This is an optimization exercise on Yosys and OpenROAD, whose aim is small area and a short achievable clock period, not a production implementation.
Where RTL was checked, it was by simulation tests only, not by an equivalence proof against the original.
No functional check of the RTL was part of run 1.
Power is estimated from default activity; no workload was simulated.

## flow/design.v (module list and top-level ports; edited modules follow where they fit)
// module zre_mono: 484 lines
// module zre_fa: 10 lines
// module zre_ha: 9 lines
// module zre_cmp: 148 lines
module zre_mono (
    input  wire        clk,
    input  wire        rst,
    input  wire        start,
    input  wire [6:0]  black,
    input  wire        skip,
    input  wire [15:0] width,
    input  wire        pix_valid,
    input  wire [7:0]  pix_r,
    input  wire [7:0]  pix_g,
    input  wire [7:0]  pix_b,
    input  wire [7:0]  pix_a,
    input  wire        pix_last,
    output reg         dark_valid,
    output reg         dark,
    output reg         res_valid,
    output wire        res_err,
    output reg  [15:0] box_x,
    output reg  [15:0] box_y,
    output reg  [15:0] box_w,
    output reg  [15:0] box_h
);
  // ...
==> flow/flow/run.sh <==
#!/bin/bash
# Standard ORFS flow; ports buffered with buf_1 and setup repair aimed at a
# slack margin of 9.3 ns. Each step's output goes to its own log file here.
set -e
bash standard.sh synth > synth.log 2>&1
bash standard.sh "BUFFER_PORTS_ARGS=-buffer_cell sky130_fd_sc_hd__buf_1" SETUP_SLACK_MARGIN=9.3 finish > layout.log 2>&1
==> flow/standard.sh <==
#!/bin/bash
# synth_recipe.tcl (not shown) runs the flow's synth.tcl, then flattens the netlist and writes it again
# the make line also repeats each setting of config.mk as NAME=value (left out here)
make -C /OpenROAD-flow-scripts/flow DESIGN_CONFIG=/design/flow/config.mk WORK_HOME=/design/flow/orfs CLKGATE_MAP_FILE= SYNTH_SCRIPT=/design/flow/synth_recipe.tcl "${@:-finish}"
==> flow/config.mk <==
export PLATFORM = sky130hd
export DESIGN_NAME = zre_mono
export DESIGN_NICKNAME = zre_mono
export VERILOG_FILES = /design/flow/design.v
export SDC_FILE = /design/flow/constraint.sdc
export NUM_CORES = 4
export LEC_CHECK = 0
export CAP_MARGIN = 20
export CORE_MARGIN = 2
export CORE_UTILIZATION = 40
export PLACE_DENSITY = 0.6
export SLEW_MARGIN = 20
export SYNTH_HIERARCHICAL = 1
export SYNTH_MINIMUM_KEEP_SIZE = 0
==> flow/constraint.sdc <==
create_clock -name core_clock -period 13.0 [get_ports {clk}]
set_input_delay 2.6000 -clock core_clock [delete_from_list [all_inputs] [get_ports {clk}]]
set_output_delay 2.6000 -clock core_clock [all_outputs]
set_load 0.01 [all_outputs]
==> flow_summary.yaml, run 1 <==
final_layout:
  nFlopsAndLatches: 194
  buffers: 169
  sh_seq_area: 0.266
  nClkBuffers: 18
  clk_share: 0.0362
  final_cell_mix: "fa_1 (131), nand2_1 (129), and2_1 (125)"
logic_synthesis:
  avgSynthCellArea_um2: 10.2
  muxShareOfSynthArea: 0.0305
  netlist_top_cells_area: "dfxtp_1 (25%), fa_1 (24%), and2_1 (5.8%)"
  synth_compound_area_frac: 0.0740
  synth_seq_cells: 194
placed_design:
  io_buffers: 128
  dpl_cell_area_um2: 14600
power_and_ir_drop:
  intPower_w: 0.00278
  p_leak_nw: 6.49
  powerDensity_nw_per_um2: 311
clock_tree:
  ctsResizeCount: 91
  clk_latency_ns: 0.45
  cts_setup_buffers: 20
  hold_buffers: 0
  clkSinkCount: 194
floorplan:
  dieArea_um2: 35600
  start_util: 0.407
run_status:
  status: "no timing/DRC/antenna violations"
detailed_routing:
  wl_um: 36400
  met1_length_um: 16700
worst_setup_path:
  r2r_start: "s1_a[0]$_DFF_P_"
==> run 2: changes to the inputs <==
==> flow/design.v (replaced) <==
module zre_mono (
    input  wire        clk,
    input  wire        rst,
    input  wire        start,
    input  wire [6:0]  black,
    input  wire        skip,
    input  wire [15:0] width,
    input  wire        pix_valid,
    input  wire [7:0]  pix_r,
    input  wire [7:0]  pix_g,
    input  wire [7:0]  pix_b,
    input  wire [7:0]  pix_a,
    input  wire        pix_last,
    output reg         dark_valid,
    output reg         dark,
    output reg         res_valid,
    output wire        res_err,
    output reg  [15:0] box_x,
    output reg  [15:0] box_y,
    output reg  [15:0] box_w,
    output reg  [15:0] box_h
);
    reg  [6:0]  cfg_p;
    reg         cfg_err;
    reg         cfg_skip;
    reg  [15:0] cfg_w;
    always @(posedge clk) begin
        if (start) begin
            cfg_p    <= (black == 7'd0) ? 7'd50 : black;
            cfg_err  <= (black > 7'd99);
            cfg_skip <= skip;
            cfg_w    <= width;
        end
    end
    wire [6:0] cfg_pn = ~cfg_p;
    assign res_err = cfg_err;
    reg        s0_v, s0_last;
    reg [7:0]  s0_r, s0_g, s0_b, s0_a;
    always @(posedge clk) begin
        s0_v    <= pix_valid & ~rst;
        s0_last <= pix_last;
        s0_r    <= pix_r;
        s0_g    <= pix_g;
        s0_b    <= pix_b;
        s0_a    <= pix_a;
    end
    wire [7:0] s0_rn = ~s0_r;
    wire [7:0] s0_gn = ~s0_g;
    wire [7:0] s0_bn = ~s0_b;
    reg        s1_v, s1_last, s1_ok;
    reg [6:0]  s1_a;
    reg [16:0] s1_d;
    wire [16:0] s1_dn = ~s1_d;
    wire [16:0] ppn0  = ~(s1_d & {17{s1_a[0]}});
    wire [16:0] ppn1  = ~(s1_d & {17{s1_a[1]}});
    wire [16:0] ppn2  = ~(s1_d & {17{s1_a[2]}});
    wire [16:0] ppn3  = ~(s1_d & {17{s1_a[3]}});
    wire [16:0] ppn4  = ~(s1_d & {17{s1_a[4]}});
    wire [16:0] ppn5  = ~(s1_d & {17{s1_a[5]}});
    wire [16:0] ppn6  = ~(s1_d & {17{s1_a[6]}});
    wire d_1, d_2;
    zre_ha u_d_1 (.a(s0_r[2]), .b(s0_g[1]), .s(d_1), .co(d_2));
    wire d_3, d_4;
    zre_fa u_d_3 (.a(s0_r[3]), .b(s0_g[2]), .c(s0_g[4]), .s(d_3), .co(d_4));
    wire d_5, d_6;
    zre_fa u_d_5 (.a(s0_rn[0]), .b(s0_r[4]), .c(s0_g[3]), .s(d_5), .co(d_6));
    wire d_7, d_8;
    zre_ha u_d_7 (.a(s0_g[5]), .b(s0_bn[2]), .s(d_7), .co(d_8));
    wire d_9, d_10;
    zre_fa u_d_9 (.a(s0_rn[1]), .b(s0_r[5]), .c(s0_gn[0]), .s(d_9), .co(d_10));
    wire d_11, d_12;
    zre_fa u_d_11 (.a(s0_g[4]), .b(s0_g[6]), .c(s0_bn[3]), .s(d_11), .co(d_12));
    wire d_13, d_14;
    zre_fa u_d_13 (.a(s0_rn[2]), .b(s0_r[6]), .c(s0_gn[1]), .s(d_13), .co(d_14));
    wire d_15, d_16;
    zre_fa u_d_15 (.a(s0_g[5]), .b(s0_g[7]), .c(s0_bn[4]), .s(d_15), .co(d_16));
    wire d_17, d_18;
    zre_fa u_d_17 (.a(s0_rn[3]), .b(s0_r[7]), .c(s0_gn[2]), .s(d_17), .co(d_18));
    wire d_19, d_20;
    zre_ha u_d_19 (.a(s0_r[0]), .b(s0_g[1]), .s(d_19), .co(d_20));
    wire d_21, d_22;
    zre_fa u_d_21 (.a(s0_r[1]), .b(s0_g[0]), .c(s0_g[2]), .s(d_21), .co(d_22));
    wire d_23, d_24;
    zre_ha u_d_23 (.a(s0_bn[1]), .b(s0_bn[2]), .s(d_23), .co(d_24));
    wire d_25, d_26;
    zre_fa u_d_25 (.a(d_1), .b(s0_g[3]), .c(s0_bn[0]), .s(d_25), .co(d_26));
    wire d_27, d_28;
    zre_xnor2 u_d_27 (.a(s0_bn[2]), .b(s0_bn[3]), .y(d_27));
    zre_or2 u_d_28 (.a(s0_bn[2]), .b(s0_bn[3]), .y(d_28));
    wire d_29, d_30;
    zre_fa u_d_29 (.a(d_2), .b(d_3), .c(s0_bn[1]), .s(d_29), .co(d_30));
    wire d_31, d_32;
    zre_xnor2 u_d_31 (.a(s0_bn[3]), .b(s0_bn[4]), .y(d_31));
    zre_or2 u_d_32 (.a(s0_bn[3]), .b(s0_bn[4]), .y(d_32));
    wire d_33, d_34;
    zre_fa u_d_33 (.a(d_4), .b(d_5), .c(d_7), .s(d_33), .co(d_34));
    wire d_35, d_36;
    zre_xnor2 u_d_35 (.a(s0_bn[4]), .b(s0_bn[5]), .y(d_35));
    zre_or2 u_d_36 (.a(s0_bn[4]), .b(s0_bn[5]), .y(d_36));
    wire d_37, d_38;
    zre_fa u_d_37 (.a(d_6), .b(d_8), .c(d_9), .s(d_37), .co(d_38));
    wire d_39, d_40;
    zre_fa u_d_39 (.a(d_11), .b(s0_bn[5]), .c(s0_bn[6]), .s(d_39), .co(d_40));
    wire d_41, d_42;
    zre_fa u_d_41 (.a(d_10), .b(d_12), .c(d_13), .s(d_41), .co(d_42));
    wire d_43, d_44;
    zre_fa u_d_43 (.a(d_15), .b(s0_bn[6]), .c(s0_bn[7]), .s(d_43), .co(d_44));
    wire d_45, d_46;
    zre_fa u_d_45 (.a(d_14), .b(d_16), .c(d_17), .s(d_45), .co(d_46));
    wire d_47, d_48;
    zre_fa u_d_47 (.a(s0_g[6]), .b(s0_bn[5]), .c(s0_bn[7]), .s(d_47), .co(d_48));
    wire d_49, d_50;
    zre_fa u_d_49 (.a(d_18), .b(s0_rn[4]), .c(s0_gn[3]), .s(d_49), .co(d_50));
    wire d_51, d_52;
    zre_ha u_d_51 (.a(s0_g[7]), .b(s0_bn[6]), .s(d_51), .co(d_52));
    wire d_53, d_54;
    zre_ha u_d_53 (.a(s0_rn[5]), .b(s0_gn[4]), .s(d_53), .co(d_54));
    wire d_55, d_56;
    zre_ha u_d_55 (.a(d_19), .b(s0_bn[0]), .s(d_55), .co(d_56));
    wire d_57, d_58;
    zre_fa u_d_57 (.a(d_20), .b(d_21), .c(d_23), .s(d_57), .co(d_58));
    wire d_59, d_60;
    zre_fa u_d_59 (.a(d_22), .b(d_24), .c(d_25), .s(d_59), .co(d_60));
    wire d_61, d_62;
    zre_fa u_d_61 (.a(d_26), .b(d_28), .c(d_29), .s(d_61), .co(d_62));
    wire d_63, d_64;
    zre_fa u_d_63 (.a(d_30), .b(d_32), .c(d_33), .s(d_63), .co(d_64));
    wire d_65, d_66;
    zre_fa u_d_65 (.a(d_34), .b(d_36), .c(d_37), .s(d_65), .co(d_66));
    wire d_67, d_68;
    zre_fa u_d_67 (.a(d_38), .b(d_40), .c(d_41), .s(d_67), .co(d_68));
    wire d_69, d_70;
    zre_fa u_d_69 (.a(d_42), .b(d_44), .c(d_45), .s(d_69), .co(d_70));
    wire d_71, d_72;
    zre_fa u_d_71 (.a(d_46), .b(d_48), .c(d_49), .s(d_71), .co(d_72));
    wire d_73, d_74;
    zre_fa u_d_73 (.a(d_50), .b(d_52), .c(d_53), .s(d_73), .co(d_74));
    wire d_75, d_76;
    zre_ha u_d_75 (.a(d_54), .b(s0_rn[6]), .s(d_75), .co(d_76));
    wire d_77, d_78;
    zre_ha u_d_77 (.a(s0_g[0]), .b(s0_bn[0]), .s(d_77), .co(d_78));
    wire d_79, d_80;
    zre_xnor2 u_d_79 (.a(d_55), .b(s0_bn[1]), .y(d_79));
    zre_or2 u_d_80 (.a(d_55), .b(s0_bn[1]), .y(d_80));
    wire d_81, d_82;
    zre_xnor2 u_d_81 (.a(d_56), .b(d_57), .y(d_81));
    zre_or2 u_d_82 (.a(d_56), .b(d_57), .y(d_82));
    wire d_83, d_84;
    zre_fa u_d_83 (.a(d_58), .b(d_59), .c(d_27), .s(d_83), .co(d_84));
    wire d_85, d_86;
    zre_fa u_d_85 (.a(d_60), .b(d_61), .c(d_31), .s(d_85), .co(d_86));
    wire d_87, d_88;
    zre_fa u_d_87 (.a(d_62), .b(d_63), .c(d_35), .s(d_87), .co(d_88));
    wire d_89, d_90;
    zre_fa u_d_89 (.a(d_64), .b(d_65), .c(d_39), .s(d_89), .co(d_90));
    wire d_91, d_92;
    zre_fa u_d_91 (.a(d_66), .b(d_67), .c(d_43), .s(d_91), .co(d_92));
    wire d_93, d_94;
    zre_fa u_d_93 (.a(d_68), .b(d_69), .c(d_47), .s(d_93), .co(d_94));
    wire d_95, d_96;
    zre_fa u_d_95 (.a(d_70), .b(d_71), .c(d_51), .s(d_95), .co(d_96));
    wire d_97, d_98;
    zre_fa u_d_97 (.a(d_72), .b(d_73), .c(s0_bn[7]), .s(d_97), .co(d_98));
    wire d_99, d_100;
    zre_fa u_d_99 (.a(d_74), .b(d_75), .c(s0_gn[5]), .s(d_99), .co(d_100));
    wire d_101, d_102;
    zre_fa u_d_101 (.a(d_76), .b(s0_rn[7]), .c(s0_gn[6]), .s(d_101), .co(d_102));
    wire d_103, d_104;
    zre_inv u_d_103 (.a(d_77), .y(d_103));
    assign d_104 = d_77;
    wire d_105, d_106;
    zre_ha u_d_105 (.a(d_78), .b(d_79), .s(d_105), .co(d_106));
    wire d_107, d_108;
    zre_ha u_d_107 (.a(d_80), .b(d_81), .s(d_107), .co(d_108));
    wire d_109, d_110;
    zre_ha u_d_109 (.a(d_82), .b(d_83), .s(d_109), .co(d_110));
    wire d_111, d_112;
    zre_ha u_d_111 (.a(d_84), .b(d_85), .s(d_111), .co(d_112));
    wire d_113, d_114;
    zre_ha u_d_113 (.a(d_86), .b(d_87), .s(d_113), .co(d_114));
    wire d_115, d_116;
    zre_ha u_d_115 (.a(d_88), .b(d_89), .s(d_115), .co(d_116));
    wire d_117, d_118;
    zre_ha u_d_117 (.a(d_90), .b(d_91), .s(d_117), .co(d_118));
    wire d_119, d_120;
    zre_ha u_d_119 (.a(d_92), .b(d_93), .s(d_119), .co(d_120));
    wire d_121, d_122;
    zre_ha u_d_121 (.a(d_94), .b(d_95), .s(d_121), .co(d_122));
    wire d_123, d_124;
    zre_ha u_d_123 (.a(d_96), .b(d_97), .s(d_123), .co(d_124));
    wire d_125, d_126;
    zre_ha u_d_125 (.a(d_98), .b(d_99), .s(d_125), .co(d_126));
    wire d_127, d_128;
    zre_ha u_d_127 (.a(d_100), .b(d_101), .s(d_127), .co(d_128));
    wire d_129, d_130;
    zre_ha u_d_129 (.a(d_102), .b(s0_gn[7]), .s(d_129), .co(d_130));
    wire d_131;
    zre_a21oi u_d_131 (.a1(d_105), .a2(d_104), .b(d_106), .y(d_131));
    wire d_132;
    zre_a21oi u_d_132 (.a1(d_109), .a2(d_108), .b(d_110), .y(d_132));
    wire d_133;
    zre_nand2 u_d_133 (.a(d_109), .b(d_107), .y(d_133));
    wire d_134;
    zre_a21oi u_d_134 (.a1(d_113), .a2(d_112), .b(d_114), .y(d_134));
    wire d_135;
    zre_nand2 u_d_135 (.a(d_113), .b(d_111), .y(d_135));
    wire d_136;
    zre_a21oi u_d_136 (.a1(d_117), .a2(d_116), .b(d_118), .y(d_136));
    wire d_137;
    zre_nand2 u_d_137 (.a(d_117), .b(d_115), .y(d_137));
    wire d_138;
    zre_a21oi u_d_138 (.a1(d_121), .a2(d_120), .b(d_122), .y(d_138));
    wire d_139;
    zre_nand2 u_d_139 (.a(d_121), .b(d_119), .y(d_139));
    wire d_140;
    zre_a21oi u_d_140 (.a1(d_125), .a2(d_124), .b(d_126), .y(d_140));
    wire d_141;
    zre_nand2 u_d_141 (.a(d_125), .b(d_123), .y(d_141));
    wire d_142;
    zre_a21oi u_d_142 (.a1(d_129), .a2(d_128), .b(d_130), .y(d_142));
    wire d_143;
    zre_nand2 u_d_143 (.a(d_129), .b(d_127), .y(d_143));
    wire d_144;
    zre_inv u_d_144 (.a(d_131), .y(d_144));
    wire d_145;
    zre_a21oi u_d_145 (.a1(d_107), .a2(d_144), .b(d_108), .y(d_145));
    wire d_146;
    zre_o21ai u_d_146 (.a1(d_133), .a2(d_131), .b(d_132), .y(d_146));
    wire d_147;
    zre_inv u_d_147 (.a(d_134), .y(d_147));
    wire d_148;
    zre_a21oi u_d_148 (.a1(d_115), .a2(d_147), .b(d_116), .y(d_148));
    wire d_149;
    zre_inv u_d_149 (.a(d_135), .y(d_149));
    wire d_150;
    zre_nand2 u_d_150 (.a(d_115), .b(d_149), .y(d_150));
    wire d_151;
    zre_o21ai u_d_151 (.a1(d_137), .a2(d_134), .b(d_136), .y(d_151));
    wire d_152;
    zre_nor2 u_d_152 (.a(d_137), .b(d_135), .y(d_152));
    wire d_153;
    zre_inv u_d_153 (.a(d_138), .y(d_153));
    wire d_154;
    zre_a21oi u_d_154 (.a1(d_123), .a2(d_153), .b(d_124), .y(d_154));
    wire d_155;
    zre_inv u_d_155 (.a(d_139), .y(d_155));
    wire d_156;
    zre_nand2 u_d_156 (.a(d_123), .b(d_155), .y(d_156));
    wire d_157;
    zre_o21ai u_d_157 (.a1(d_141), .a2(d_138), .b(d_140), .y(d_157));
    wire d_158;
    zre_nor2 u_d_158 (.a(d_141), .b(d_139), .y(d_158));
    wire d_159;
    zre_a21oi u_d_159 (.a1(d_111), .a2(d_146), .b(d_112), .y(d_159));
    wire d_160;
    zre_inv u_d_160 (.a(d_146), .y(d_160));
    wire d_161;
    zre_o21ai u_d_161 (.a1(d_135), .a2(d_160), .b(d_134), .y(d_161));
    wire d_162;
    zre_inv u_d_162 (.a(d_146), .y(d_162));
    wire d_163;
    zre_o21ai u_d_163 (.a1(d_150), .a2(d_162), .b(d_148), .y(d_163));
    wire d_164;
    zre_a21oi u_d_164 (.a1(d_152), .a2(d_146), .b(d_151), .y(d_164));
    wire d_165;
    zre_a21oi u_d_165 (.a1(d_127), .a2(d_157), .b(d_128), .y(d_165));
    wire d_166;
    zre_nand2 u_d_166 (.a(d_127), .b(d_158), .y(d_166));
    wire d_167;
    zre_inv u_d_167 (.a(d_157), .y(d_167));
    wire d_168;
    zre_o21ai u_d_168 (.a1(d_143), .a2(d_167), .b(d_142), .y(d_168));
    wire d_169;
    zre_inv u_d_169 (.a(d_158), .y(d_169));
    wire d_170;
    zre_nor2 u_d_170 (.a(d_143), .b(d_169), .y(d_170));
    wire d_171;
    zre_inv u_d_171 (.a(d_164), .y(d_171));
    wire d_172;
    zre_a21oi u_d_172 (.a1(d_119), .a2(d_171), .b(d_120), .y(d_172));
    wire d_173;
    zre_o21ai u_d_173 (.a1(d_139), .a2(d_164), .b(d_138), .y(d_173));
    wire d_174;
    zre_o21ai u_d_174 (.a1(d_156), .a2(d_164), .b(d_154), .y(d_174));
    wire d_175;
    zre_inv u_d_175 (.a(d_164), .y(d_175));
    wire d_176;
    zre_a21oi u_d_176 (.a1(d_158), .a2(d_175), .b(d_157), .y(d_176));
    wire d_177;
    zre_o21ai u_d_177 (.a1(d_166), .a2(d_164), .b(d_165), .y(d_177));
    wire d_178;
    zre_inv u_d_178 (.a(d_164), .y(d_178));
    wire d_179;
    zre_a21oi u_d_179 (.a1(d_170), .a2(d_178), .b(d_168), .y(d_179));
    wire d_180;
    zre_xor2 u_d_180 (.a(d_105), .b(d_104), .y(d_180));
    wire d_181;
    zre_xnor2 u_d_181 (.a(d_107), .b(d_131), .y(d_181));
    wire d_182;
    zre_xnor2 u_d_182 (.a(d_109), .b(d_145), .y(d_182));
    wire d_183;
    zre_xor2 u_d_183 (.a(d_111), .b(d_146), .y(d_183));
    wire d_184;
    zre_xnor2 u_d_184 (.a(d_113), .b(d_159), .y(d_184));
    wire d_185;
    zre_xor2 u_d_185 (.a(d_115), .b(d_161), .y(d_185));
    wire d_186;
    zre_xor2 u_d_186 (.a(d_117), .b(d_163), .y(d_186));
    wire d_187;
    zre_xnor2 u_d_187 (.a(d_119), .b(d_164), .y(d_187));
    wire d_188;
    zre_xnor2 u_d_188 (.a(d_121), .b(d_172), .y(d_188));
    wire d_189;
    zre_xor2 u_d_189 (.a(d_123), .b(d_173), .y(d_189));
    wire d_190;
    zre_xor2 u_d_190 (.a(d_125), .b(d_174), .y(d_190));
    wire d_191;
    zre_xnor2 u_d_191 (.a(d_127), .b(d_176), .y(d_191));
    wire d_192;
    zre_xor2 u_d_192 (.a(d_129), .b(d_177), .y(d_192));
    wire d_193;
    zre_inv u_d_193 (.a(d_179), .y(d_193));
    wire d_194;
    zre_xor2 u_d_194 (.a(1'b1), .b(d_193), .y(d_194));
    wire d_195;
    zre_and2 u_d_195 (.a(1'b1), .b(d_193), .y(d_195));
    wire d_196;
    zre_xor2 u_d_196 (.a(1'b1), .b(d_195), .y(d_196));
    wire d_197;
    zre_and2 u_d_197 (.a(1'b1), .b(d_195), .y(d_197));
    wire [16:0] d_sum = {d_197, d_196, d_194, d_192, d_191, d_190, d_189, d_188, d_187, d_186, d_185, d_184, d_183, d_182, d_181, d_180, d_103};
    wire m_1, m_2;
    zre_ha u_m_1 (.a(ppn0[5]), .b(ppn1[4]), .s(m_1), .co(m_2));
    wire m_3, m_4;
    zre_fa u_m_3 (.a(ppn0[6]), .b(ppn1[5]), .c(ppn2[4]), .s(m_3), .co(m_4));
    wire m_5, m_6;
    zre_ha u_m_5 (.a(ppn3[3]), .b(ppn4[2]), .s(m_5), .co(m_6));
    wire m_7, m_8;
    zre_fa u_m_7 (.a(ppn0[7]), .b(ppn1[6]), .c(ppn2[5]), .s(m_7), .co(m_8));
    wire m_9, m_10;
    zre_fa u_m_9 (.a(ppn3[4]), .b(ppn4[3]), .c(ppn5[2]), .s(m_9), .co(m_10));
    wire m_11, m_12;
    zre_fa u_m_11 (.a(ppn0[8]), .b(ppn1[7]), .c(ppn2[6]), .s(m_11), .co(m_12));
    wire m_13, m_14;
    zre_fa u_m_13 (.a(ppn3[5]), .b(ppn4[4]), .c(ppn5[3]), .s(m_13), .co(m_14));
    wire m_15, m_16;
    zre_fa u_m_15 (.a(ppn0[9]), .b(ppn1[8]), .c(ppn2[7]), .s(m_15), .co(m_16));
    wire m_17, m_18;
    zre_fa u_m_17 (.a(ppn3[6]), .b(ppn4[5]), .c(ppn5[4]), .s(m_17), .co(m_18));
    wire m_19, m_20;
    zre_ha u_m_19 (.a(ppn6[3]), .b(s1_dn[2]), .s(m_19), .co(m_20));
    wire m_21, m_22;
    zre_fa u_m_21 (.a(ppn0[10]), .b(ppn1[9]), .c(ppn2[8]), .s(m_21), .co(m_22));
    wire m_23, m_24;
    zre_fa u_m_23 (.a(ppn3[7]), .b(ppn4[6]), .c(ppn5[5]), .s(m_23), .co(m_24));
    wire m_25, m_26;
    zre_fa u_m_25 (.a(ppn6[4]), .b(s1_dn[3]), .c(cfg_p[1]), .s(m_25), .co(m_26));
    wire m_27, m_28;
    zre_fa u_m_27 (.a(ppn0[11]), .b(ppn1[10]), .c(ppn2[9]), .s(m_27), .co(m_28));
    wire m_29, m_30;
    zre_fa u_m_29 (.a(ppn3[8]), .b(ppn4[7]), .c(ppn5[6]), .s(m_29), .co(m_30));
    wire m_31, m_32;
    zre_fa u_m_31 (.a(ppn6[5]), .b(s1_dn[4]), .c(cfg_p[2]), .s(m_31), .co(m_32));
    wire m_33, m_34;
    zre_fa u_m_33 (.a(ppn0[12]), .b(ppn1[11]), .c(ppn2[10]), .s(m_33), .co(m_34));
    wire m_35, m_36;
    zre_fa u_m_35 (.a(ppn3[9]), .b(ppn4[8]), .c(ppn5[7]), .s(m_35), .co(m_36));
    wire m_37, m_38;
    zre_fa u_m_37 (.a(ppn6[6]), .b(s1_dn[5]), .c(cfg_p[3]), .s(m_37), .co(m_38));
    wire m_39, m_40;
    zre_fa u_m_39 (.a(ppn0[13]), .b(ppn1[12]), .c(ppn2[11]), .s(m_39), .co(m_40));
    wire m_41, m_42;
    zre_fa u_m_41 (.a(ppn3[10]), .b(ppn4[9]), .c(ppn5[8]), .s(m_41), .co(m_42));
    wire m_43, m_44;
    zre_fa u_m_43 (.a(ppn6[7]), .b(s1_dn[6]), .c(cfg_p[4]), .s(m_43), .co(m_44));
    wire m_45, m_46;
    zre_fa u_m_45 (.a(ppn0[14]), .b(ppn1[13]), .c(ppn2[12]), .s(m_45), .co(m_46));
    wire m_47, m_48;
    zre_fa u_m_47 (.a(ppn3[11]), .b(ppn4[10]), .c(ppn5[9]), .s(m_47), .co(m_48));
    wire m_49, m_50;
    zre_fa u_m_49 (.a(ppn6[8]), .b(s1_dn[7]), .c(cfg_p[5]), .s(m_49), .co(m_50));
    wire m_51, m_52;
    zre_fa u_m_51 (.a(ppn0[15]), .b(ppn1[14]), .c(ppn2[13]), .s(m_51), .co(m_52));
    wire m_53, m_54;
    zre_fa u_m_53 (.a(ppn3[12]), .b(ppn4[11]), .c(ppn5[10]), .s(m_53), .co(m_54));
    wire m_55, m_56;
    zre_fa u_m_55 (.a(ppn6[9]), .b(s1_dn[8]), .c(cfg_p[6]), .s(m_55), .co(m_56));
    wire m_57, m_58;
    zre_fa u_m_57 (.a(ppn0[16]), .b(ppn1[15]), .c(ppn2[14]), .s(m_57), .co(m_58));
    wire m_59, m_60;
    zre_fa u_m_59 (.a(ppn3[13]), .b(ppn4[12]), .c(ppn5[11]), .s(m_59), .co(m_60));
    wire m_61, m_62;
    zre_fa u_m_61 (.a(ppn6[10]), .b(s1_dn[9]), .c(cfg_pn[0]), .s(m_61), .co(m_62));
    wire m_63, m_64;
    zre_fa u_m_63 (.a(ppn1[16]), .b(ppn2[15]), .c(ppn3[14]), .s(m_63), .co(m_64));
    wire m_65, m_66;
    zre_fa u_m_65 (.a(ppn4[13]), .b(ppn5[12]), .c(ppn6[11]), .s(m_65), .co(m_66));
    wire m_67, m_68;
    zre_ha u_m_67 (.a(s1_dn[10]), .b(cfg_pn[1]), .s(m_67), .co(m_68));
    wire m_69, m_70;
    zre_fa u_m_69 (.a(ppn2[16]), .b(ppn3[15]), .c(ppn4[14]), .s(m_69), .co(m_70));
    wire m_71, m_72;
    zre_fa u_m_71 (.a(ppn5[13]), .b(ppn6[12]), .c(s1_dn[11]), .s(m_71), .co(m_72));
    wire m_73, m_74;
    zre_fa u_m_73 (.a(ppn3[16]), .b(ppn4[15]), .c(ppn5[14]), .s(m_73), .co(m_74));
    wire m_75, m_76;
    zre_ha u_m_75 (.a(ppn0[3]), .b(ppn1[2]), .s(m_75), .co(m_76));
    wire m_77, m_78;
    zre_fa u_m_77 (.a(ppn0[4]), .b(ppn1[3]), .c(ppn2[2]), .s(m_77), .co(m_78));
    wire m_79, m_80;
    zre_ha u_m_79 (.a(ppn3[1]), .b(ppn4[0]), .s(m_79), .co(m_80));
    wire m_81, m_82;
    zre_fa u_m_81 (.a(m_1), .b(ppn2[3]), .c(ppn3[2]), .s(m_81), .co(m_82));
    wire m_83, m_84;
    zre_fa u_m_83 (.a(ppn4[1]), .b(ppn5[0]), .c(cfg_pn[5]), .s(m_83), .co(m_84));
    wire m_85, m_86;
    zre_fa u_m_85 (.a(m_2), .b(m_3), .c(m_5), .s(m_85), .co(m_86));
    wire m_87, m_88;
    zre_fa u_m_87 (.a(ppn5[1]), .b(ppn6[0]), .c(cfg_pn[6]), .s(m_87), .co(m_88));
    wire m_89, m_90;
    zre_fa u_m_89 (.a(m_4), .b(m_6), .c(m_7), .s(m_89), .co(m_90));
    wire m_91, m_92;
    zre_fa u_m_91 (.a(m_9), .b(ppn6[1]), .c(s1_dn[0]), .s(m_91), .co(m_92));
    wire m_93, m_94;
    zre_fa u_m_93 (.a(m_8), .b(m_10), .c(m_11), .s(m_93), .co(m_94));
    wire m_95, m_96;
    zre_fa u_m_95 (.a(m_13), .b(ppn6[2]), .c(s1_dn[1]), .s(m_95), .co(m_96));
    wire m_97, m_98;
    zre_fa u_m_97 (.a(m_12), .b(m_14), .c(m_15), .s(m_97), .co(m_98));
    wire m_99, m_100;
    zre_fa u_m_99 (.a(m_17), .b(m_19), .c(cfg_p[0]), .s(m_99), .co(m_100));
    wire m_101, m_102;
    zre_fa u_m_101 (.a(m_16), .b(m_18), .c(m_20), .s(m_101), .co(m_102));
    wire m_103, m_104;
    zre_fa u_m_103 (.a(m_21), .b(m_23), .c(m_25), .s(m_103), .co(m_104));
    wire m_105, m_106;
    zre_fa u_m_105 (.a(m_22), .b(m_24), .c(m_26), .s(m_105), .co(m_106));
    wire m_107, m_108;
    zre_fa u_m_107 (.a(m_27), .b(m_29), .c(m_31), .s(m_107), .co(m_108));
    wire m_109, m_110;
    zre_fa u_m_109 (.a(m_28), .b(m_30), .c(m_32), .s(m_109), .co(m_110));
    wire m_111, m_112;
    zre_fa u_m_111 (.a(m_33), .b(m_35), .c(m_37), .s(m_111), .co(m_112));
    wire m_113, m_114;
    zre_fa u_m_113 (.a(m_34), .b(m_36), .c(m_38), .s(m_113), .co(m_114));
    wire m_115, m_116;
    zre_fa u_m_115 (.a(m_39), .b(m_41), .c(m_43), .s(m_115), .co(m_116));
    wire m_117, m_118;
    zre_fa u_m_117 (.a(m_40), .b(m_42), .c(m_44), .s(m_117), .co(m_118));
    wire m_119, m_120;
    zre_fa u_m_119 (.a(m_45), .b(m_47), .c(m_49), .s(m_119), .co(m_120));
    wire m_121, m_122;
    zre_fa u_m_121 (.a(m_46), .b(m_48), .c(m_50), .s(m_121), .co(m_122));
    wire m_123, m_124;
    zre_fa u_m_123 (.a(m_51), .b(m_53), .c(m_55), .s(m_123), .co(m_124));
    wire m_125, m_126;
    zre_fa u_m_125 (.a(m_52), .b(m_54), .c(m_56), .s(m_125), .co(m_126));
    wire m_127, m_128;
    zre_fa u_m_127 (.a(m_57), .b(m_59), .c(m_61), .s(m_127), .co(m_128));
    wire m_129, m_130;
    zre_fa u_m_129 (.a(m_58), .b(m_60), .c(m_62), .s(m_129), .co(m_130));
    wire m_131, m_132;
    zre_fa u_m_131 (.a(m_63), .b(m_65), .c(m_67), .s(m_131), .co(m_132));
    wire m_133, m_134;
    zre_fa u_m_133 (.a(m_64), .b(m_66), .c(m_68), .s(m_133), .co(m_134));
    wire m_135, m_136;
    zre_fa u_m_135 (.a(m_69), .b(m_71), .c(cfg_pn[2]), .s(m_135), .co(m_136));
    wire m_137, m_138;
    zre_fa u_m_137 (.a(m_70), .b(m_72), .c(m_73), .s(m_137), .co(m_138));
    wire m_139, m_140;
    zre_fa u_m_139 (.a(ppn6[13]), .b(s1_dn[12]), .c(cfg_pn[3]), .s(m_139), .co(m_140));
    wire m_141, m_142;
    zre_fa u_m_141 (.a(m_74), .b(ppn4[16]), .c(ppn5[15]), .s(m_141), .co(m_142));
    wire m_143, m_144;
    zre_fa u_m_143 (.a(ppn6[14]), .b(s1_dn[13]), .c(cfg_pn[4]), .s(m_143), .co(m_144));
    wire m_145, m_146;
    zre_fa u_m_145 (.a(ppn5[16]), .b(ppn6[15]), .c(s1_dn[14]), .s(m_145), .co(m_146));
    wire m_147, m_148;
    zre_ha u_m_147 (.a(ppn0[2]), .b(ppn1[1]), .s(m_147), .co(m_148));
    wire m_149, m_150;
    zre_fa u_m_149 (.a(m_75), .b(ppn2[1]), .c(ppn3[0]), .s(m_149), .co(m_150));
    wire m_151, m_152;
    zre_fa u_m_151 (.a(m_76), .b(m_77), .c(m_79), .s(m_151), .co(m_152));
    wire m_153, m_154;
    zre_fa u_m_153 (.a(m_78), .b(m_80), .c(m_81), .s(m_153), .co(m_154));
    wire m_155, m_156;
    zre_fa u_m_155 (.a(m_82), .b(m_84), .c(m_85), .s(m_155), .co(m_156));
    wire m_157, m_158;
    zre_fa u_m_157 (.a(m_86), .b(m_88), .c(m_89), .s(m_157), .co(m_158));
    wire m_159, m_160;
    zre_fa u_m_159 (.a(m_90), .b(m_92), .c(m_93), .s(m_159), .co(m_160));
    wire m_161, m_162;
    zre_fa u_m_161 (.a(m_94), .b(m_96), .c(m_97), .s(m_161), .co(m_162));
    wire m_163, m_164;
    zre_fa u_m_163 (.a(m_98), .b(m_100), .c(m_101), .s(m_163), .co(m_164));
    wire m_165, m_166;
    zre_fa u_m_165 (.a(m_102), .b(m_104), .c(m_105), .s(m_165), .co(m_166));
    wire m_167, m_168;
    zre_fa u_m_167 (.a(m_106), .b(m_108), .c(m_109), .s(m_167), .co(m_168));
    wire m_169, m_170;
    zre_fa u_m_169 (.a(m_110), .b(m_112), .c(m_113), .s(m_169), .co(m_170));
    wire m_171, m_172;
    zre_fa u_m_171 (.a(m_114), .b(m_116), .c(m_117), .s(m_171), .co(m_172));
    wire m_173, m_174;
    zre_fa u_m_173 (.a(m_118), .b(m_120), .c(m_121), .s(m_173), .co(m_174));
    wire m_175, m_176;
    zre_fa u_m_175 (.a(m_122), .b(m_124), .c(m_125), .s(m_175), .co(m_176));
    wire m_177, m_178;
    zre_fa u_m_177 (.a(m_126), .b(m_128), .c(m_129), .s(m_177), .co(m_178));
    wire m_179, m_180;
    zre_fa u_m_179 (.a(m_130), .b(m_132), .c(m_133), .s(m_179), .co(m_180));
    wire m_181, m_182;
    zre_fa u_m_181 (.a(m_134), .b(m_136), .c(m_137), .s(m_181), .co(m_182));
    wire m_183, m_184;
    zre_fa u_m_183 (.a(m_138), .b(m_140), .c(m_141), .s(m_183), .co(m_184));
    wire m_185, m_186;
    zre_fa u_m_185 (.a(m_142), .b(m_144), .c(m_145), .s(m_185), .co(m_186));
    wire m_187, m_188;
    zre_fa u_m_187 (.a(m_146), .b(ppn6[16]), .c(s1_dn[15]), .s(m_187), .co(m_188));
    wire m_189, m_190;
    zre_ha u_m_189 (.a(ppn0[1]), .b(ppn1[0]), .s(m_189), .co(m_190));
    wire m_191, m_192;
    zre_fa u_m_191 (.a(m_147), .b(ppn2[0]), .c(cfg_pn[2]), .s(m_191), .co(m_192));
    wire m_193, m_194;
    zre_fa u_m_193 (.a(m_148), .b(m_149), .c(cfg_pn[3]), .s(m_193), .co(m_194));
    wire m_195, m_196;
    zre_fa u_m_195 (.a(m_150), .b(m_151), .c(cfg_pn[4]), .s(m_195), .co(m_196));
    wire m_197, m_198;
    zre_fa u_m_197 (.a(m_152), .b(m_153), .c(m_83), .s(m_197), .co(m_198));
    wire m_199, m_200;
    zre_fa u_m_199 (.a(m_154), .b(m_155), .c(m_87), .s(m_199), .co(m_200));
    wire m_201, m_202;
    zre_fa u_m_201 (.a(m_156), .b(m_157), .c(m_91), .s(m_201), .co(m_202));
    wire m_203, m_204;
    zre_fa u_m_203 (.a(m_158), .b(m_159), .c(m_95), .s(m_203), .co(m_204));
    wire m_205, m_206;
    zre_fa u_m_205 (.a(m_160), .b(m_161), .c(m_99), .s(m_205), .co(m_206));
    wire m_207, m_208;
    zre_fa u_m_207 (.a(m_162), .b(m_163), .c(m_103), .s(m_207), .co(m_208));
    wire m_209, m_210;
    zre_fa u_m_209 (.a(m_164), .b(m_165), .c(m_107), .s(m_209), .co(m_210));
    wire m_211, m_212;
    zre_fa u_m_211 (.a(m_166), .b(m_167), .c(m_111), .s(m_211), .co(m_212));
    wire m_213, m_214;
    zre_fa u_m_213 (.a(m_168), .b(m_169), .c(m_115), .s(m_213), .co(m_214));
    wire m_215, m_216;
    zre_fa u_m_215 (.a(m_170), .b(m_171), .c(m_119), .s(m_215), .co(m_216));
    wire m_217, m_218;
    zre_fa u_m_217 (.a(m_172), .b(m_173), .c(m_123), .s(m_217), .co(m_218));
    wire m_219, m_220;
    zre_fa u_m_219 (.a(m_174), .b(m_175), .c(m_127), .s(m_219), .co(m_220));
    wire m_221, m_222;
    zre_fa u_m_221 (.a(m_176), .b(m_177), .c(m_131), .s(m_221), .co(m_222));
    wire m_223, m_224;
    zre_fa u_m_223 (.a(m_178), .b(m_179), .c(m_135), .s(m_223), .co(m_224));
    wire m_225, m_226;
    zre_fa u_m_225 (.a(m_180), .b(m_181), .c(m_139), .s(m_225), .co(m_226));
    wire m_227, m_228;
    zre_fa u_m_227 (.a(m_182), .b(m_183), .c(m_143), .s(m_227), .co(m_228));
    wire m_229, m_230;
    zre_fa u_m_229 (.a(m_184), .b(m_185), .c(cfg_pn[5]), .s(m_229), .co(m_230));
    wire m_231, m_232;
    zre_fa u_m_231 (.a(m_186), .b(m_187), .c(cfg_pn[6]), .s(m_231), .co(m_232));
    wire m_233, m_234;
    zre_ha u_m_233 (.a(m_188), .b(s1_dn[16]), .s(m_233), .co(m_234));
    wire m_235;
    zre_xnor2 u_m_235 (.a(ppn0[0]), .b(cfg_pn[0]), .y(m_235));
    wire m_236;
    zre_or2 u_m_236 (.a(ppn0[0]), .b(cfg_pn[0]), .y(m_236));
    wire m_237;
    zre_xnor2 u_m_237 (.a(m_189), .b(cfg_pn[1]), .y(m_237));
    wire m_238;
    zre_or2 u_m_238 (.a(m_189), .b(cfg_pn[1]), .y(m_238));
    wire m_239, m_240;
    zre_ha u_m_239 (.a(m_190), .b(m_191), .s(m_239), .co(m_240));
    wire m_241;
    zre_xnor2 u_m_241 (.a(m_192), .b(m_193), .y(m_241));
    wire m_242;
    zre_or2 u_m_242 (.a(m_192), .b(m_193), .y(m_242));
    wire m_243, m_244;
    zre_ha u_m_243 (.a(m_194), .b(m_195), .s(m_243), .co(m_244));
    wire m_245;
    zre_xnor2 u_m_245 (.a(m_196), .b(m_197), .y(m_245));
    wire m_246;
    zre_or2 u_m_246 (.a(m_196), .b(m_197), .y(m_246));
    wire m_247, m_248;
    zre_ha u_m_247 (.a(m_198), .b(m_199), .s(m_247), .co(m_248));
    wire m_249;
    zre_xnor2 u_m_249 (.a(m_200), .b(m_201), .y(m_249));
    wire m_250;
    zre_or2 u_m_250 (.a(m_200), .b(m_201), .y(m_250));
    wire m_251;
    zre_xnor2 u_m_251 (.a(m_202), .b(m_203), .y(m_251));
    wire m_252;
    zre_or2 u_m_252 (.a(m_202), .b(m_203), .y(m_252));
    wire m_253, m_254;
    zre_ha u_m_253 (.a(m_204), .b(m_205), .s(m_253), .co(m_254));
    wire m_255, m_256;
    zre_ha u_m_255 (.a(m_206), .b(m_207), .s(m_255), .co(m_256));
    wire m_257;
    zre_xnor2 u_m_257 (.a(m_208), .b(m_209), .y(m_257));
    wire m_258;
    zre_or2 u_m_258 (.a(m_208), .b(m_209), .y(m_258));
    wire m_259, m_260;
    zre_ha u_m_259 (.a(m_210), .b(m_211), .s(m_259), .co(m_260));
    wire m_261;
    zre_xnor2 u_m_261 (.a(m_212), .b(m_213), .y(m_261));
    wire m_262;
    zre_or2 u_m_262 (.a(m_212), .b(m_213), .y(m_262));
    wire m_263, m_264;
    zre_ha u_m_263 (.a(m_214), .b(m_215), .s(m_263), .co(m_264));
    wire m_265;
    zre_xnor2 u_m_265 (.a(m_216), .b(m_217), .y(m_265));
    wire m_266;
    zre_or2 u_m_266 (.a(m_216), .b(m_217), .y(m_266));
    wire m_267, m_268;
    zre_ha u_m_267 (.a(m_218), .b(m_219), .s(m_267), .co(m_268));
    wire m_269, m_270;
    zre_ha u_m_269 (.a(m_220), .b(m_221), .s(m_269), .co(m_270));
    wire m_271;
    zre_xnor2 u_m_271 (.a(m_222), .b(m_223), .y(m_271));
    wire m_272;
    zre_or2 u_m_272 (.a(m_222), .b(m_223), .y(m_272));
    wire m_273;
    zre_xnor2 u_m_273 (.a(m_224), .b(m_225), .y(m_273));
    wire m_274;
    zre_or2 u_m_274 (.a(m_224), .b(m_225), .y(m_274));
    wire m_275, m_276;
    zre_ha u_m_275 (.a(m_226), .b(m_227), .s(m_275), .co(m_276));
    wire m_277;
    zre_xnor2 u_m_277 (.a(m_228), .b(m_229), .y(m_277));
    wire m_278;
    zre_or2 u_m_278 (.a(m_228), .b(m_229), .y(m_278));
    wire m_279, m_280;
    zre_ha u_m_279 (.a(m_230), .b(m_231), .s(m_279), .co(m_280));
    wire m_281;
    zre_xnor2 u_m_281 (.a(m_232), .b(m_233), .y(m_281));
    wire m_282;
    zre_or2 u_m_282 (.a(m_232), .b(m_233), .y(m_282));
    wire m_283, m_284;
    zre_ha u_m_283 (.a(m_234), .b(1'b0), .s(m_283), .co(m_284));
    wire m_285;
    zre_xnor2 u_m_285 (.a(1'b0), .b(1'b0), .y(m_285));
    wire m_286;
    zre_or2 u_m_286 (.a(1'b0), .b(1'b0), .y(m_286));
    wire m_287;
    zre_nand2 u_m_287 (.a(m_237), .b(m_236), .y(m_287));
    wire m_288;
    zre_nor2 u_m_288 (.a(m_237), .b(m_236), .y(m_288));
    wire m_289;
    zre_nand2 u_m_289 (.a(m_239), .b(m_238), .y(m_289));
    wire m_290;
    zre_nor2 u_m_290 (.a(m_239), .b(m_238), .y(m_290));
    wire m_291;
    zre_nand2 u_m_291 (.a(m_241), .b(m_240), .y(m_291));
    wire m_292;
    zre_nor2 u_m_292 (.a(m_241), .b(m_240), .y(m_292));
    wire m_293;
    zre_nand2 u_m_293 (.a(m_243), .b(m_242), .y(m_293));
    wire m_294;
    zre_nor2 u_m_294 (.a(m_243), .b(m_242), .y(m_294));
    wire m_295;
    zre_nand2 u_m_295 (.a(m_245), .b(m_244), .y(m_295));
    wire m_296;
    zre_nor2 u_m_296 (.a(m_245), .b(m_244), .y(m_296));
    wire m_297;
    zre_nand2 u_m_297 (.a(m_247), .b(m_246), .y(m_297));
    wire m_298;
    zre_nor2 u_m_298 (.a(m_247), .b(m_246), .y(m_298));
    wire m_299;
    zre_nand2 u_m_299 (.a(m_249), .b(m_248), .y(m_299));
    wire m_300;
    zre_nor2 u_m_300 (.a(m_249), .b(m_248), .y(m_300));
    wire m_301;
    zre_nand2 u_m_301 (.a(m_251), .b(m_250), .y(m_301));
    wire m_302;
    zre_nor2 u_m_302 (.a(m_251), .b(m_250), .y(m_302));
    wire m_303;
    zre_nand2 u_m_303 (.a(m_253), .b(m_252), .y(m_303));
    wire m_304;
    zre_nor2 u_m_304 (.a(m_253), .b(m_252), .y(m_304));
    wire m_305;
    zre_nand2 u_m_305 (.a(m_255), .b(m_254), .y(m_305));
    wire m_306;
    zre_nor2 u_m_306 (.a(m_255), .b(m_254), .y(m_306));
    wire m_307;
    zre_nand2 u_m_307 (.a(m_257), .b(m_256), .y(m_307));
    wire m_308;
    zre_nor2 u_m_308 (.a(m_257), .b(m_256), .y(m_308));
    wire m_309;
    zre_nand2 u_m_309 (.a(m_259), .b(m_258), .y(m_309));
    wire m_310;
    zre_nor2 u_m_310 (.a(m_259), .b(m_258), .y(m_310));
    wire m_311;
    zre_nand2 u_m_311 (.a(m_261), .b(m_260), .y(m_311));
    wire m_312;
    zre_nor2 u_m_312 (.a(m_261), .b(m_260), .y(m_312));
    wire m_313;
    zre_nand2 u_m_313 (.a(m_263), .b(m_262), .y(m_313));
    wire m_314;
    zre_nor2 u_m_314 (.a(m_263), .b(m_262), .y(m_314));
    wire m_315;
    zre_nand2 u_m_315 (.a(m_265), .b(m_264), .y(m_315));
    wire m_316;
    zre_nor2 u_m_316 (.a(m_265), .b(m_264), .y(m_316));
    wire m_317;
    zre_nand2 u_m_317 (.a(m_267), .b(m_266), .y(m_317));
    wire m_318;
    zre_nor2 u_m_318 (.a(m_267), .b(m_266), .y(m_318));
    wire m_319;
    zre_nand2 u_m_319 (.a(m_269), .b(m_268), .y(m_319));
    wire m_320;
    zre_nor2 u_m_320 (.a(m_269), .b(m_268), .y(m_320));
    wire m_321;
    zre_nand2 u_m_321 (.a(m_271), .b(m_270), .y(m_321));
    wire m_322;
    zre_nor2 u_m_322 (.a(m_271), .b(m_270), .y(m_322));
    wire m_323;
    zre_nand2 u_m_323 (.a(m_273), .b(m_272), .y(m_323));
    wire m_324;
    zre_nor2 u_m_324 (.a(m_273), .b(m_272), .y(m_324));
    wire m_325;
    zre_nand2 u_m_325 (.a(m_275), .b(m_274), .y(m_325));
    wire m_326;
    zre_nor2 u_m_326 (.a(m_275), .b(m_274), .y(m_326));
    wire m_327;
    zre_nand2 u_m_327 (.a(m_277), .b(m_276), .y(m_327));
    wire m_328;
    zre_nor2 u_m_328 (.a(m_277), .b(m_276), .y(m_328));
    wire m_329;
    zre_nand2 u_m_329 (.a(m_279), .b(m_278), .y(m_329));
    wire m_330;
    zre_nor2 u_m_330 (.a(m_279), .b(m_278), .y(m_330));
    wire m_331;
    zre_nand2 u_m_331 (.a(m_281), .b(m_280), .y(m_331));
    wire m_332;
    zre_nor2 u_m_332 (.a(m_281), .b(m_280), .y(m_332));
    wire m_333;
    zre_nand2 u_m_333 (.a(m_283), .b(m_282), .y(m_333));
    wire m_334;
    zre_nor2 u_m_334 (.a(m_283), .b(m_282), .y(m_334));
    wire m_335;
    zre_nand2 u_m_335 (.a(m_285), .b(m_284), .y(m_335));
    wire m_336;
    zre_nor2 u_m_336 (.a(m_285), .b(m_284), .y(m_336));
    wire m_337;
    zre_o21ai u_m_337 (.a1(m_336), .a2(m_333), .b(m_335), .y(m_337));
    wire m_338;
    zre_nor2 u_m_338 (.a(m_336), .b(m_334), .y(m_338));
    wire m_339;
    zre_o21ai u_m_339 (.a1(m_332), .a2(m_329), .b(m_331), .y(m_339));
    wire m_340;
    zre_nor2 u_m_340 (.a(m_332), .b(m_330), .y(m_340));
    wire m_341;
    zre_a21oi u_m_341 (.a1(m_338), .a2(m_339), .b(m_337), .y(m_341));
    wire m_342;
    zre_nand2 u_m_342 (.a(m_338), .b(m_340), .y(m_342));
    wire m_343;
    zre_o21ai u_m_343 (.a1(m_328), .a2(m_325), .b(m_327), .y(m_343));
    wire m_344;
    zre_nor2 u_m_344 (.a(m_328), .b(m_326), .y(m_344));
    wire m_345;
    zre_inv u_m_345 (.a(m_323), .y(m_345));
    wire m_346;
    zre_a21oi u_m_346 (.a1(m_344), .a2(m_345), .b(m_343), .y(m_346));
    wire m_347;
    zre_inv u_m_347 (.a(m_324), .y(m_347));
    wire m_348;
    zre_nand2 u_m_348 (.a(m_344), .b(m_347), .y(m_348));
    wire m_349;
    zre_o21ai u_m_349 (.a1(m_342), .a2(m_346), .b(m_341), .y(m_349));
    wire m_350;
    zre_nor2 u_m_350 (.a(m_342), .b(m_348), .y(m_350));
    wire m_351;
    zre_o21ai u_m_351 (.a1(m_322), .a2(m_319), .b(m_321), .y(m_351));
    wire m_352;
    zre_nor2 u_m_352 (.a(m_322), .b(m_320), .y(m_352));
    wire m_353;
    zre_inv u_m_353 (.a(m_317), .y(m_353));
    wire m_354;
    zre_a21oi u_m_354 (.a1(m_352), .a2(m_353), .b(m_351), .y(m_354));
    wire m_355;
    zre_inv u_m_355 (.a(m_318), .y(m_355));
    wire m_356;
    zre_nand2 u_m_356 (.a(m_352), .b(m_355), .y(m_356));
    wire m_357;
    zre_o21ai u_m_357 (.a1(m_316), .a2(m_313), .b(m_315), .y(m_357));
    wire m_358;
    zre_nor2 u_m_358 (.a(m_316), .b(m_314), .y(m_358));
    wire m_359;
    zre_inv u_m_359 (.a(m_311), .y(m_359));
    wire m_360;
    zre_a21oi u_m_360 (.a1(m_358), .a2(m_359), .b(m_357), .y(m_360));
    wire m_361;
    zre_inv u_m_361 (.a(m_312), .y(m_361));
    wire m_362;
    zre_nand2 u_m_362 (.a(m_358), .b(m_361), .y(m_362));
    wire m_363;
    zre_o21ai u_m_363 (.a1(m_356), .a2(m_360), .b(m_354), .y(m_363));
    wire m_364;
    zre_nor2 u_m_364 (.a(m_356), .b(m_362), .y(m_364));
    wire m_365;
    zre_a21oi u_m_365 (.a1(m_350), .a2(m_363), .b(m_349), .y(m_365));
    wire m_366;
    zre_nand2 u_m_366 (.a(m_350), .b(m_364), .y(m_366));
    wire m_367;
    zre_o21ai u_m_367 (.a1(m_310), .a2(m_307), .b(m_309), .y(m_367));
    wire m_368;
    zre_nor2 u_m_368 (.a(m_310), .b(m_308), .y(m_368));
    wire m_369;
    zre_inv u_m_369 (.a(m_305), .y(m_369));
    wire m_370;
    zre_a21oi u_m_370 (.a1(m_368), .a2(m_369), .b(m_367), .y(m_370));
    wire m_371;
    zre_inv u_m_371 (.a(m_306), .y(m_371));
    wire m_372;
    zre_nand2 u_m_372 (.a(m_368), .b(m_371), .y(m_372));
    wire m_373;
    zre_o21ai u_m_373 (.a1(m_304), .a2(m_301), .b(m_303), .y(m_373));
    wire m_374;
    zre_nor2 u_m_374 (.a(m_304), .b(m_302), .y(m_374));
    wire m_375;
    zre_inv u_m_375 (.a(m_299), .y(m_375));
    wire m_376;
    zre_a21oi u_m_376 (.a1(m_374), .a2(m_375), .b(m_373), .y(m_376));
    wire m_377;
    zre_inv u_m_377 (.a(m_300), .y(m_377));
    wire m_378;
    zre_nand2 u_m_378 (.a(m_374), .b(m_377), .y(m_378));
    wire m_379;
    zre_o21ai u_m_379 (.a1(m_372), .a2(m_376), .b(m_370), .y(m_379));
    wire m_380;
    zre_nor2 u_m_380 (.a(m_372), .b(m_378), .y(m_380));
    wire m_381;
    zre_o21ai u_m_381 (.a1(m_298), .a2(m_295), .b(m_297), .y(m_381));
    wire m_382;
    zre_nor2 u_m_382 (.a(m_298), .b(m_296), .y(m_382));
    wire m_383;
    zre_inv u_m_383 (.a(m_293), .y(m_383));
    wire m_384;
    zre_a21oi u_m_384 (.a1(m_382), .a2(m_383), .b(m_381), .y(m_384));
    wire m_385;
    zre_inv u_m_385 (.a(m_294), .y(m_385));
    wire m_386;
    zre_nand2 u_m_386 (.a(m_382), .b(m_385), .y(m_386));
    wire m_387;
    zre_o21ai u_m_387 (.a1(m_292), .a2(m_289), .b(m_291), .y(m_387));
    wire m_388;
    zre_nor2 u_m_388 (.a(m_292), .b(m_290), .y(m_388));
    wire m_389;
    zre_inv u_m_389 (.a(m_287), .y(m_389));
    wire m_390;
    zre_a21oi u_m_390 (.a1(m_388), .a2(m_389), .b(m_387), .y(m_390));
    wire m_391;
    zre_inv u_m_391 (.a(m_288), .y(m_391));
    wire m_392;
    zre_nand2 u_m_392 (.a(m_388), .b(m_391), .y(m_392));
    wire m_393;
    zre_o21ai u_m_393 (.a1(m_386), .a2(m_390), .b(m_384), .y(m_393));
    wire m_394;
    zre_nor2 u_m_394 (.a(m_386), .b(m_392), .y(m_394));
    wire m_395;
    zre_a21oi u_m_395 (.a1(m_380), .a2(m_393), .b(m_379), .y(m_395));
    wire m_396;
    zre_nand2 u_m_396 (.a(m_380), .b(m_394), .y(m_396));
    wire m_397;
    zre_o21ai u_m_397 (.a1(m_366), .a2(m_395), .b(m_365), .y(m_397));
    wire m_398;
    zre_nor2 u_m_398 (.a(m_366), .b(m_396), .y(m_398));
    wire m_top = m_286;
    wire m_ge = ~(m_397 ^ m_top);
    always @(posedge clk) begin
        s1_v    <= s0_v & ~rst;
        s1_last <= s0_last;
        s1_ok   <= s0_a[7];
        s1_a    <= s0_a[6:0];
        s1_d    <= d_sum;
    end
    reg s2_last;
    always @(posedge clk) begin
        dark_valid <= s1_v & ~rst;
        s2_last    <= s1_last;
        dark       <= m_ge & s1_ok & ~cfg_err;
    end
    reg  [15:0] x, yc;
    reg         found, rb, past, cy;
    reg  [3:0]  fin;
    wire        dk      = dark & ~cfg_skip;
    wire [15:0] x_inc   = x + 16'd1;
    wire        wrap    = (x_inc == cfg_w);
    wire        eq_min  = (x == box_x);
    wire        eq_mx   = (x == box_w);
    wire        upd_min = dk & (~found | ~rb);
    wire        upd_max = dk & (~found | past | eq_mx);
    wire        whole   = cfg_skip & ~cfg_err;
    wire [15:0] sub_s, sub_co;
    wire [15:0] sub_ci = {sub_co[14:12], cy, sub_co[10:8], cy, sub_co[6:4], cy, sub_co[2:0], 1'b1};
    genvar gi;
    generate
        for (gi = 0; gi < 16; gi = gi + 1) begin : g_sub
            zre_fa u_fa (.a(box_w[gi]), .b(~box_x[gi]), .c(sub_ci[gi]), .s(sub_s[gi]), .co(sub_co[gi]));
        end
    endgenerate
    always @(posedge clk) begin
        fin       <= {fin[2:0], dark_valid & s2_last} & {4{~rst}};
        res_valid <= fin[3] & ~rst;
        if (start) begin
            x     <= 16'd0;
            yc    <= 16'd0;
            found <= 1'b0;
            rb    <= 1'b0;
            past  <= 1'b0;
            box_x <= 16'd0;
            box_y <= 16'd0;
            box_w <= 16'd0;
            box_h <= 16'd0;
        end else if (dark_valid) begin
            x     <= wrap ? 16'd0 : x_inc;
            rb    <= ~wrap & (rb | eq_min | upd_min);
            past  <= ~wrap & (past | eq_mx);
            found <= found | dk;
            if (upd_min) box_x <= x;
            if (upd_max) box_w <= x_inc;
            if (dk & ~found) begin
                box_y <= yc;
                box_h <= 16'd1;
                yc    <= wrap ? 16'd2 : 16'd1;
            end else begin
                if (dk) box_h <= yc;
                if (wrap) yc <= yc + 16'd1;
            end
        end else begin
            if (fin[0]) begin
                if (whole) begin
                    box_w <= cfg_w;
                    box_h <= yc;
                end else begin
                    box_w[3:0] <= sub_s[3:0];
                end
            end
            if (fin[1] & ~whole) box_w[7:4]   <= sub_s[7:4];
            if (fin[2] & ~whole) box_w[11:8]  <= sub_s[11:8];
            if (fin[3] & ~whole) box_w[15:12] <= sub_s[15:12];
        end
        if (fin[0]) cy <= sub_co[3];
        if (fin[1]) cy <= sub_co[7];
        if (fin[2]) cy <= sub_co[11];
    end
endmodule
module zre_fa (
    input  wire a,
    input  wire b,
    input  wire c,
    output wire s,
    output wire co
);
    assign s  = a ^ b ^ c;
    assign co = (a & b) | (a & c) | (b & c);
endmodule
module zre_ha (
    input  wire a,
    input  wire b,
    output wire s,
    output wire co
);
    assign s  = a ^ b;
    assign co = a & b;
endmodule
module zre_a21oi (
    input  wire a1,
    input  wire a2,
    input  wire b,
    output wire y
);
    assign y = ~((a1 & a2) | b);
endmodule
module zre_and2 (
    input  wire a,
    input  wire b,
    output wire y
);
    assign y = a & b;
endmodule
module zre_inv (
    input  wire a,
    output wire y
);
    assign y = ~a;
endmodule
module zre_nand2 (
    input  wire a,
    input  wire b,
    output wire y
);
    assign y = ~(a & b);
endmodule
module zre_nor2 (
    input  wire a,
    input  wire b,
    output wire y
);
    assign y = ~(a | b);
endmodule
module zre_o21ai (
    input  wire a1,
    input  wire a2,
    input  wire b,
    output wire y
);
    assign y = ~((a1 | a2) & b);
endmodule
module zre_or2 (
    input  wire a,
    input  wire b,
    output wire y
);
    assign y = a | b;
endmodule
module zre_xnor2 (
    input  wire a,
    input  wire b,
    output wire y
);
    assign y = ~(a ^ b);
endmodule
module zre_xor2 (
    input  wire a,
    input  wire b,
    output wire y
);
    assign y = a ^ b;
endmodule
==> flow/flow/run.sh (replaced) <==
#!/bin/bash
# Standard ORFS flow (the standard.sh): synthesis unchanged, then the
# layout with the ports buffered by buf_1 cells and setup repair aimed at a
# slack margin of 0 ns. Each step's output goes to its own log file here.
set -e
bash standard.sh synth > synth.log 2>&1
bash standard.sh "BUFFER_PORTS_ARGS=-buffer_cell sky130_fd_sc_hd__buf_1" SETUP_SLACK_MARGIN=0  finish > layout.log 2>&1
==> run 2 against run 1 <==
Highest routed layer unchanged. Still clean. Critical endpoint unchanged. Critical path depth is 2 lower. Largest power group unchanged. Clock skew decreased by 0.0029 ns. Synthesized cell count is 9.5% higher. Synthesized area is 0.17% higher. Largest cell class unchanged. Hold slack improved by 0.0039 ns. Global-route usage down 1.4 points.
==> flow_summary.yaml, run 2 <==
clock_tree:
  cts_buffer_depth: 2
  hold_buffers: 0
  h-tree-depth: 4
  cts_setup_buffers: 0
  cts_root_buf: "clkbuf_16"
  clk_latency_ns: 0.45
  clkTransAtPathRegs_ns: 0.08
  ctsResizeCount: 0
  clkSinkCount: 194
  cts_made_buffers: 17
  cts_tree: "yes"
placed_design:
  gp_congestion: 0.848
  place_inst: 1970
  io_buffers: 128
  dp_hpwl_um: 25000
logic_synthesis:
  yosys.cell_count.top_type: "nand2_1"
  avgSynthCellArea_um2: 9.32
  yosysSeqAreaShare: 0.303
  synth_edf_count: 26
  synth_compound_area_frac: 0.0841
  netlist_instances: 1466
  synthesis.area_um2: 13700
  synth_seq_cells: 194
  muxShareOfSynthArea: 0.0257
  synthDistinctLibCells: 66
  synth_top_area_frac: 0.246
  synth_area_leader_cell: "dfxtp_1"
  synth_fa_ha_area_frac: 0.278
  netlist_top_cells_area: "dfxtp_1 (25%), fa_1 (24%), nand2_1 (7.9%)"
  ys_warn_count: 7
  synth_common_cells: "nand2_1 (287), dfxtp_1 (168), fa_1 (161)"
  synth_xor_area_frac: 0.0669
  yosys.area_share.simple: 0.186
  async_flop_share: 0
  synth_top_family_by_area: "adder cells"
  ys.flop_type: "dfxtp_1"
worst_setup_path:
  critical_path_class: "reg2reg"
  cp_max_fo: 17
  r2r_start: "s1_a[0]$_DFF_P_"
  cp.arrival_ns: 4.78
  crit_top_cell: "fa_1"
  crit_slowest_cell: "dfxtp_1"
  cp-end-kind: "flop"
  cp_cell_sequence: "nand2_1 -> fa_1 -> fa_1 -> fa_1 -> fa_1 -> ha_1 -> nor2_1 -> nor2_1 -> a21oi_2 -> o21ai_1 -> a21oi_2 -> o21ai_1 -> xor2_1 -> nor3b_1"
  regToRegSetupSlack_ns: 8.60
  cp_top_family: "adder cells"
  crit_required_ns: 13.37
  startpoint_type: "flop"
  max_stage_delay_ns: 0.81
  cp_num_buf_inv: 0
  r2r-end: "dark$_DFF_P_"
  r2r_cells: 14
final_layout:
  nFillCells: 3232
  final_cell_mix: "nand2_1 (287), dfxtp_1 (168), fa_1 (161)"
  diodes: 0
  top_register: "s1_d"
  drive_gt1_frac: 0.0534
  register_area_um2: 4140
  area_growth_pct: 10.0
  largest_register_ffs: 17
  instances_no_fill: 2002
  multi_input_area_um2: 8800
  final_common_cell: "nand2_1"
  nets: 1808
power_and_ir_drop:
  powerDensity_nw_per_um2: 309
  vdd.ir_drop.worst_v: 0.000328
  p_leak_nw: 5.88
detailed_routing:
  routed-wl-met3_um: 1780
  drt_iter0_drc: 699
  met1_length_um: 15500
  drc_errors: 0
  wl_um: 32900
  antenna_left: 0
  wl_met2_um: 14900
  vias_per_cell: 5.07
  drt_pass1_iterations: 5
  post_drt_wl_per_cell_um: 16.4
  vias: 10100
  highest_layer: "met5"
sta:
  fin_skew_ns: 0.00913
  finalHoldViolCount: 0
  fin_crit_sh: 0.339
  fin_crit_ns: 4.40
  fmax_mhz: 227
  maxSlewViolCount: 0
  relSlewSlack: 0.351
  setup_viol: 0
  rsz0062_at_grt: "no"
  worst_pin_slew_ns: 0.974
  tns_ns: 0
floorplan:
  dieWidth_um: 189
  start_util: 0.406
  fp-row-count: 67
  core_area_um2: 33600
  die_h_um: 189
  dieArea_um2: 35600
  pin_count: 129
worst_hold_path:
  hold_depth: 0
  hold_class: "reg2reg"
  hold_path.startpoint: "s0_a[0]$_DFF_P_"
  min_to: "s1_a[0]$_DFF_P_"
global_route:
  grtUsageTotal: 0.194
  overflow: 0
  grt_pass1_vias: 10300
  grt_pass1_wl_um: 54500
  grt_max_degree: 63
  antenna_found_initial: 1
run_status:
  status: "no timing/DRC/antenna violations"
flow_run:
  drv_cap: 0
==> run 2: cell count changes after synthesis, moves of 26 or more <==
cell	before	now
nor2_1	64	96
clkbuf_1	31	67
o21ai_1	2	28
and2_1	127	7
nand2_1	129	287
a21oi_2	1	27
==> run 2: layer usage <==
layer / GRT usage / vias to the layer above
met5: 0 / -
met4: 0.0565 / 2
met3: 0.0322 / 49
met2: 0.306 / 299
met1: 0.274 / 4906
li1: - / 4889
==> run 2: worst max-delay path by stage <==
stage / from / to / cells past startpoint
5_1_grt: s1_a[0]$_DFF_P_ / dark$_DFF_P_ / 14
6_report: s1_a[0]$_DFF_P_ / dark$_DFF_P_ / 14
3_3_place_gp: start / yc[13]$_SDFFE_PP0P_ / 6
4_1_cts: s1_a[0]$_DFF_P_ / dark$_DFF_P_ / 14
2_1_floorplan: s1_a[3]$_DFF_P_ / dark$_DFF_P_ / 16
3_5_place_dp: start / yc[13]$_SDFFE_PP0P_ / 6
==> run 2: cells by family after synthesis <==
family                     Yosys count
AOI/OAI and AO/OA                  185
xor gates and xnor gates           101
adders and majority gates          207
buffers and inverters              189
DFF                                194
muxes                               35
other                                2
and+or+nand+nor                    553
==> run 2: final cells by class <==
cell class,count,area share
timing repair buffer,132,0.0342
multi-input combinational,1091,0.586
sequential,194,0.276
clock buffer,17,0.0283
tap,448,0.0373
clock inverter,15,0.0124
inverter,105,0.0262
==> run 2: power by group <==
| group | internal, W | leakage, nW | switching, W |
|---|---|---|---|
| Clock | 0.000263 | 0.297 | 0.000284 |
| Combinational | 0.00147 | 3.95 | 0.00186 |
| Sequential | 0.000657 | 1.63 | 0.000101 |
| Total | 0.00239 | 5.88 | 0.00225 |
==> run 2: stage by stage <==
stage	hold slack (ns)	worst slack [ns]	power (W)	cell area, um2	util
final	0.333	8.60	0.00464	15000	0.447
after global routing	0.343	8.31	0.00523	15000	0.447
after CTS	0.334	8.57	0.00470	15000	0.447
after detailed placement	0.313	8.32	0.00413	14400	0.429
after global placement	0.313	8.45	0.00405	14400	0.429
after floorplan	0.310	8.98	0.00349	13700	-
==> run 2: Yosys stat by module (local to each module, per instance) <==
module     cells inside  times used  flops+latches
zre_mono           1051           1            194
zre_fa                1         161              0
zre_ha                1          43              0
zre_a21oi             1          26              0
zre_xnor2             1          24              0
zre_xor2              1           9              0
zre_and2              1           2              0
zre_or2               1          19              0
zre_o21ai             1          23              0
zre_inv               1          27              0
zre_nand2             1          42              0
zre_nor2              1          39              0

==> re-timing with driven ports <==
No port has a modelled driver above. Below, the same layouts with a new extraction and two added sets of constraints. Step 1 sets driving cells, clkbuf_16 on the clock port and buf_2 on the other inputs (assumed; they add their load-dependent delay and slew). Step 2 also shifts input and output timing later by t, the mid clock arrival at the registers, as if the neighbouring blocks saw the same clock. Three values: ideal ports, drivers, drivers and shift; two values: the first two.
run | t, ns | setup WS [ns] | hold slack, ns
run 1 | 0.497 | 8.742 / 8.742 / 8.742 | 0.329 / 0.329 / 0.329
run 2 | 0.493 | 8.596 / 8.596 / 8.284 | 0.333 / 0.333 / 0.333
After both steps setup and hold are still met in every run listed. For run 2, which loses most, drivers alone change the setup slack by 0.000 ns; drivers and shift together by -0.312 ns.
